This design comes from an exercise in tuning for small area and a short achievable clock period on the open sky130 flow, not from production work. In this exercise RTL edits were held to simulation tests only and were not proved equivalent to the original.

==> flow/design.v <==
module tdma_mac_dp (
    input  wire        clk,
    input  wire        rst,             
    input  wire        cap_valid,       
    input  wire [15:0] cap_value,
    input  wire        upd_valid,       
    input  wire        active_pll,      
    input  wire        period_wr,       
    input  wire [15:0] period_wr_value,
    input  wire [1:0]  ring_idx,        
    output wire [15:0] ring_word,
    output reg  [15:0] period,
    output wire [15:0] last_beacon_time,
    output wire [2:0]  ring_count,
    output reg  [1:0]  ring_cursor,
    input  wire        slot_wr,         
    input  wire [1:0]  slot_wr_idx,
    input  wire [7:0]  slot_wr_data,
    input  wire [7:0]  num_clients,
    input  wire [15:0] short_addr,
    input  wire [7:0]  local_in,
    input  wire        build_beacon,    
    input  wire        build_response,  
    input  wire        upload,          
    input  wire [4:0]  stage_idx,       
    output wire [7:0]  stage_byte,
    output wire [7:0]  tx_len,
    output wire [7:0]  seq_no
);
    reg [15:0] s0, s1, s2, s3;    
    reg        full;              
    assign last_beacon_time = s0;
    assign ring_count       = {full, ring_cursor & {2{~full}}};
    wire [3:0] rh;
    tdma_ring_dec u_ring_dec (.idx(ring_idx), .cursor(ring_cursor), .hit(rh));
    assign ring_word = ({16{rh[0]}} & s0) | ({16{rh[1]}} & s1) |
                       ({16{rh[2]}} & s2) | ({16{rh[3]}} & s3);
    always @(posedge clk) begin
        if (cap_valid) begin
            s1 <= s0;
            s2 <= s1;
            s3 <= s2;
        end
    end
    always @(posedge clk) begin
        if (rst) begin
            s0          <= 16'd0;
            ring_cursor <= 2'd0;
            full        <= 1'b0;
        end else if (cap_valid) begin
            s0          <= cap_value;
            ring_cursor <= ring_cursor + 2'd1;
            if (ring_cursor == 2'd3)
                full <= 1'b1;
        end
    end
    function [31:0] bk;
        input [31:0] a;
        input [31:0] b;
        input        ci;
        reg   [31:0] g, pr, x;
        integer s, i;
        begin
            x  = a ^ b;
            g  = a & b;
            pr = x;
            g[0] = g[0] | (pr[0] & ci);
            for (s = 1; s < 32; s = s * 2)
                for (i = 2 * s - 1; i < 32; i = i + 2 * s) begin
                    g[i]  = g[i] | (pr[i] & g[i - s]);
                    pr[i] = pr[i] & pr[i - s];
                end
            for (s = 8; s >= 1; s = s / 2)
                for (i = 3 * s - 1; i < 32; i = i + 2 * s) begin
                    g[i]  = g[i] | (pr[i] & g[i - s]);
                    pr[i] = pr[i] & pr[i - s];
                end
            bk = x ^ {g[30:0], ci};
        end
    endfunction
    function [63:0] csa;
        input [31:0] a;
        input [31:0] b;
        input [31:0] c;
        begin
            csa[31:0]  = a ^ b ^ c;
            csa[63:32] = {(a[30:0] & b[30:0]) | (a[30:0] & c[30:0]) | (b[30:0] & c[30:0]), 1'b0};
        end
    endfunction
    function [15:0] div5;
        input [18:0] w;
        reg   [4:0]  r;
        reg          b;
        integer i;
        begin
            r = 5'd1 << w[18:16];
            for (i = 15; i >= 0; i = i - 1) begin
                b = w[i];
                div5[i] = r[3] | r[4] | (r[2] & b);
                r = b ? {r[4], r[1], r[3], r[0], r[2]} : {r[2], r[4], r[1], r[3], r[0]};
            end
        end
    endfunction
    wire [31:0] d32 = bk({16'd0, s0}, {16'd0, ~s1}, 1'b1);
    wire [63:0] c1  = csa({16'd0, period}, {15'd0, period, 1'b0}, {12'd0, period, 4'd0});
    wire [63:0] c2  = csa(c1[31:0], c1[63:32], {16'd0, d32[15:0]});
    wire [31:0] x   = bk(c2[31:0], c2[63:32], 1'b0);
    wire [15:0] d          = d32[15:0];
    wire [15:0] ema_period = div5(x[20:2]);
    always @(posedge clk) begin
        if (rst)
            period <= 16'd0;
        else if (period_wr)
            period <= period_wr_value;
        else if (upd_valid && (full || ring_cursor[1]))
            period <= active_pll ? {2'b00, d[15:2]} : ema_period;
    end
    reg [7:0]  slot0, slot1, slot2;
    reg [7:0]  st_s0, st_s1, st_s2;    
    reg [15:0] st_sa;                  
    reg [15:0] st_per;                 
    reg [7:0]  st_z;                   
    reg        len_nz;                 
    reg        len_b;                  
    reg [7:0]  seq_last;               
    assign tx_len = {3'b000, len_nz, len_b, 2'b00, len_b};
    assign seq_no = seq_last + 8'd1;
    always @(posedge clk) begin
        if (rst) begin
            slot0 <= 8'd0;
            slot1 <= 8'd0;
            slot2 <= 8'd0;
        end else if (slot_wr) begin
            if (slot_wr_idx == 2'd0) slot0 <= slot_wr_data;
            if (slot_wr_idx == 2'd1) slot1 <= slot_wr_data;
            if (slot_wr_idx == 2'd2) slot2 <= slot_wr_data;
        end
    end
    always @(posedge clk) begin
        if (build_beacon) begin
            st_s0  <= slot0;
            st_s1  <= slot1;
            st_s2  <= slot2;
            st_per <= period;
        end
        if (build_beacon || build_response) begin
            st_sa <= short_addr;
            st_z  <= build_beacon ? num_clients : local_in;
        end
    end
    always @(posedge clk) begin
        if (rst) begin
            len_nz   <= 1'b0;
            len_b    <= 1'b0;
            seq_last <= 8'hFF;
        end else if (build_beacon || build_response) begin
            len_nz   <= 1'b1;
            len_b    <= build_beacon;
            seq_last <= seq_no;
        end else if (upload) begin
            len_nz   <= 1'b0;
            len_b    <= 1'b0;
        end
    end
    wire [7:0] k;       
    wire [8:0] ss;      
    tdma_stage_dec u_stage_dec (.idx(stage_idx), .bcn(len_b), .k(k), .sel(ss));
    tdma_stage_mux u_stage_mux (
        .k(k), .sel(ss),
        .d0(seq_last), .d1(st_sa[7:0]), .d2(st_sa[15:8]), .d3(st_per[7:0]),
        .d4(st_per[15:8]), .d5(st_z), .d6(st_s0), .d7(st_s1), .d8(st_s2),
        .q(stage_byte)
    );
endmodule
module tdma_ring_dec (
    input  wire [1:0] idx,
    input  wire [1:0] cursor,
    output wire [3:0] hit
);
    wire [1:0] t0 = cursor - 2'd1, t1 = cursor - 2'd2, t2 = cursor - 2'd3;
    assign hit = {idx == cursor, idx == t2, idx == t1, idx == t0};
endmodule
module tdma_stage_dec (
    input  wire [4:0] idx,
    input  wire       bcn,
    output wire [7:0] k,
    output wire [8:0] sel
);
    wire [31:0] e = 32'd1 << idx;
    wire rsp = ~bcn;
    assign k = ({8{e[0] & rsp}} & 8'h41) |
               ({8{e[1]}}       & (bcn ? 8'h80 : 8'h88)) |
               ({8{e[3]}}       & 8'hEF) |
               ({8{e[4]}}       & 8'hBE) |
               ({8{e[5] & rsp}} & 8'h01) |
               ({8{e[9] & rsp}} & 8'h04);
    assign sel = {e[19], e[15] & bcn, e[11] & bcn,
                  (e[9] & bcn) | (e[10] & rsp),
                  e[8] & bcn, e[7] & bcn,
                  (e[6] & bcn) | (e[8] & rsp),
                  (e[5] & bcn) | (e[7] & rsp),
                  e[2]};
endmodule
module tdma_stage_mux (
    input  wire [7:0] k,
    input  wire [8:0] sel,
    input  wire [7:0] d0, d1, d2, d3, d4, d5, d6, d7, d8,
    output wire [7:0] q
);
    assign q = k |
               ({8{sel[0]}} & d0) | ({8{sel[1]}} & d1) | ({8{sel[2]}} & d2) |
               ({8{sel[3]}} & d3) | ({8{sel[4]}} & d4) | ({8{sel[5]}} & d5) |
               ({8{sel[6]}} & d6) | ({8{sel[7]}} & d7) | ({8{sel[8]}} & d8);
endmodule
clock: 20.0 ns
lec_check: 0
abc_area: 1
cap_margin: 20
core_margin: 2
core_utilization: 30
cts_buf_list: sky130_fd_sc_hd__clkbuf_4 sky130_fd_sc_hd__clkbuf_8
cts_cluster_size: 10
place_density: 0.8
slew_margin: 20
synth_hierarchical: 1
synth_minimum_keep_size: 0
standard.sh (not shown) runs the stock make flow with config.mk's settings and CLKGATE_MAP_FILE= SYNTH_SCRIPT=/design/flow/synth_recipe.tcl, a recipe that flattens the netlist after the stock synthesis.
==> flow/flow/run.sh <==
#!/bin/bash
# Standard ORFS layout (standard.sh) with small port buffers and a tighter
# setup-repair target; make's full output goes to make_finish.log.
set -euo pipefail
bash standard.sh SETUP_SLACK_MARGIN=10.5 "BUFFER_PORTS_ARGS=-buffer_cell sky130_fd_sc_hd__buf_1" finish > make_finish.log 2>&1
Rerun with:
==> flow/flow/run.sh (replaced) <==
#!/bin/bash
# Standard ORFS layout (standard.sh) with small port buffers and a tighter
# setup-repair target; make's full output goes to make_finish.log.
set -euo pipefail
bash standard.sh SETUP_SLACK_MARGIN=11 "BUFFER_PORTS_ARGS=-buffer_cell sky130_fd_sc_hd__buf_1" finish > make_finish.log 2>&1
- CORE_UTILIZATION: 30 -> 35
=>
- The changed run ran to the end with no violations
- die area shrinks by 14%
- core utilization came out higher by 8.5 points
- routed wire length rises by 3.6%
- design area rises by 6.6%
- setup slack improves by 0.21 ns
- sequential share of layout area went down by 2.4 points
- fmax rose by 2.3%
- non-clock buffer count went up by 20
- via count climbs by 2.3%
Rerun with:
==> flow/flow/run.sh (replaced) <==
#!/bin/bash
# Standard ORFS layout (standard.sh) with small port buffers and a tighter
# setup-repair target; make's full output goes to make_finish.log.
set -euo pipefail
bash standard.sh SETUP_SLACK_MARGIN=10.5 "BUFFER_PORTS_ARGS=-buffer_cell sky130_fd_sc_hd__buf_1" finish > make_finish.log 2>&1
Result:
- The new run finished clean
- register-to-register slack gains 0.03 ns
- critical path depth went down by 2
- via count went down by about 2%
- synthesized cell count is unchanged
Rerun with:
==> flow/flow/run.sh (replaced) <==
#!/bin/bash
# Standard ORFS layout (standard.sh) with small port buffers and a tighter
# setup-repair target; make's full output goes to make_finish.log.
set -euo pipefail
bash standard.sh SETUP_SLACK_MARGIN=10.25 "BUFFER_PORTS_ARGS=-buffer_cell sky130_fd_sc_hd__buf_1" finish > make_finish.log 2>&1
After rerunning: Via count fell by 0.42%; core utilization drops by 0.42 points; design area decreases by 1.1%; maximum frequency fell by 2.2%; synthesized area is unchanged; global-route usage went down by 0.13 points; setup slack got worse by 0.21 ns.

[what the ideal ports hide]
In the flow no input, the clock included, has a driving cell. The finished layouts below were timed again as built, in two steps. Step 1, drivers: a clkbuf_16 drives clk and a buf_2 each remaining input, both assumed. Step 2 adds t to the input delays and takes it off the output delays; t is the mean of the earliest and latest rising clock arrival at the registers after step 1. Input paths then give back, and output paths get back, about the clock's delay inside the block. Three values: ideal ports, drivers, drivers and shift; two values: the first two.
run	shift t [ns]	setup WS [ns]	worst setup path after step 2	worst register clock-pin slew, ns	worst slew at a driven data input, ns
the first run	0.513	10.618 / 10.588 / 10.588	input to output	0.12 / 0.12	0.09
the second run	0.512	10.829 / 10.763 / 10.763	input to output	0.12 / 0.12	0.07
the third run	0.503	10.583 / 10.558 / 10.558	input to output	0.11 / 0.11	0.09
the fourth run	0.499	10.368 / 10.343 / 10.343	input to output	0.11 / 0.11	0.09
After both steps every run listed still meets setup and hold. For the second run, which loses most, drivers alone change the setup slack by -0.066 ns; drivers and shift together by -0.066 ns.
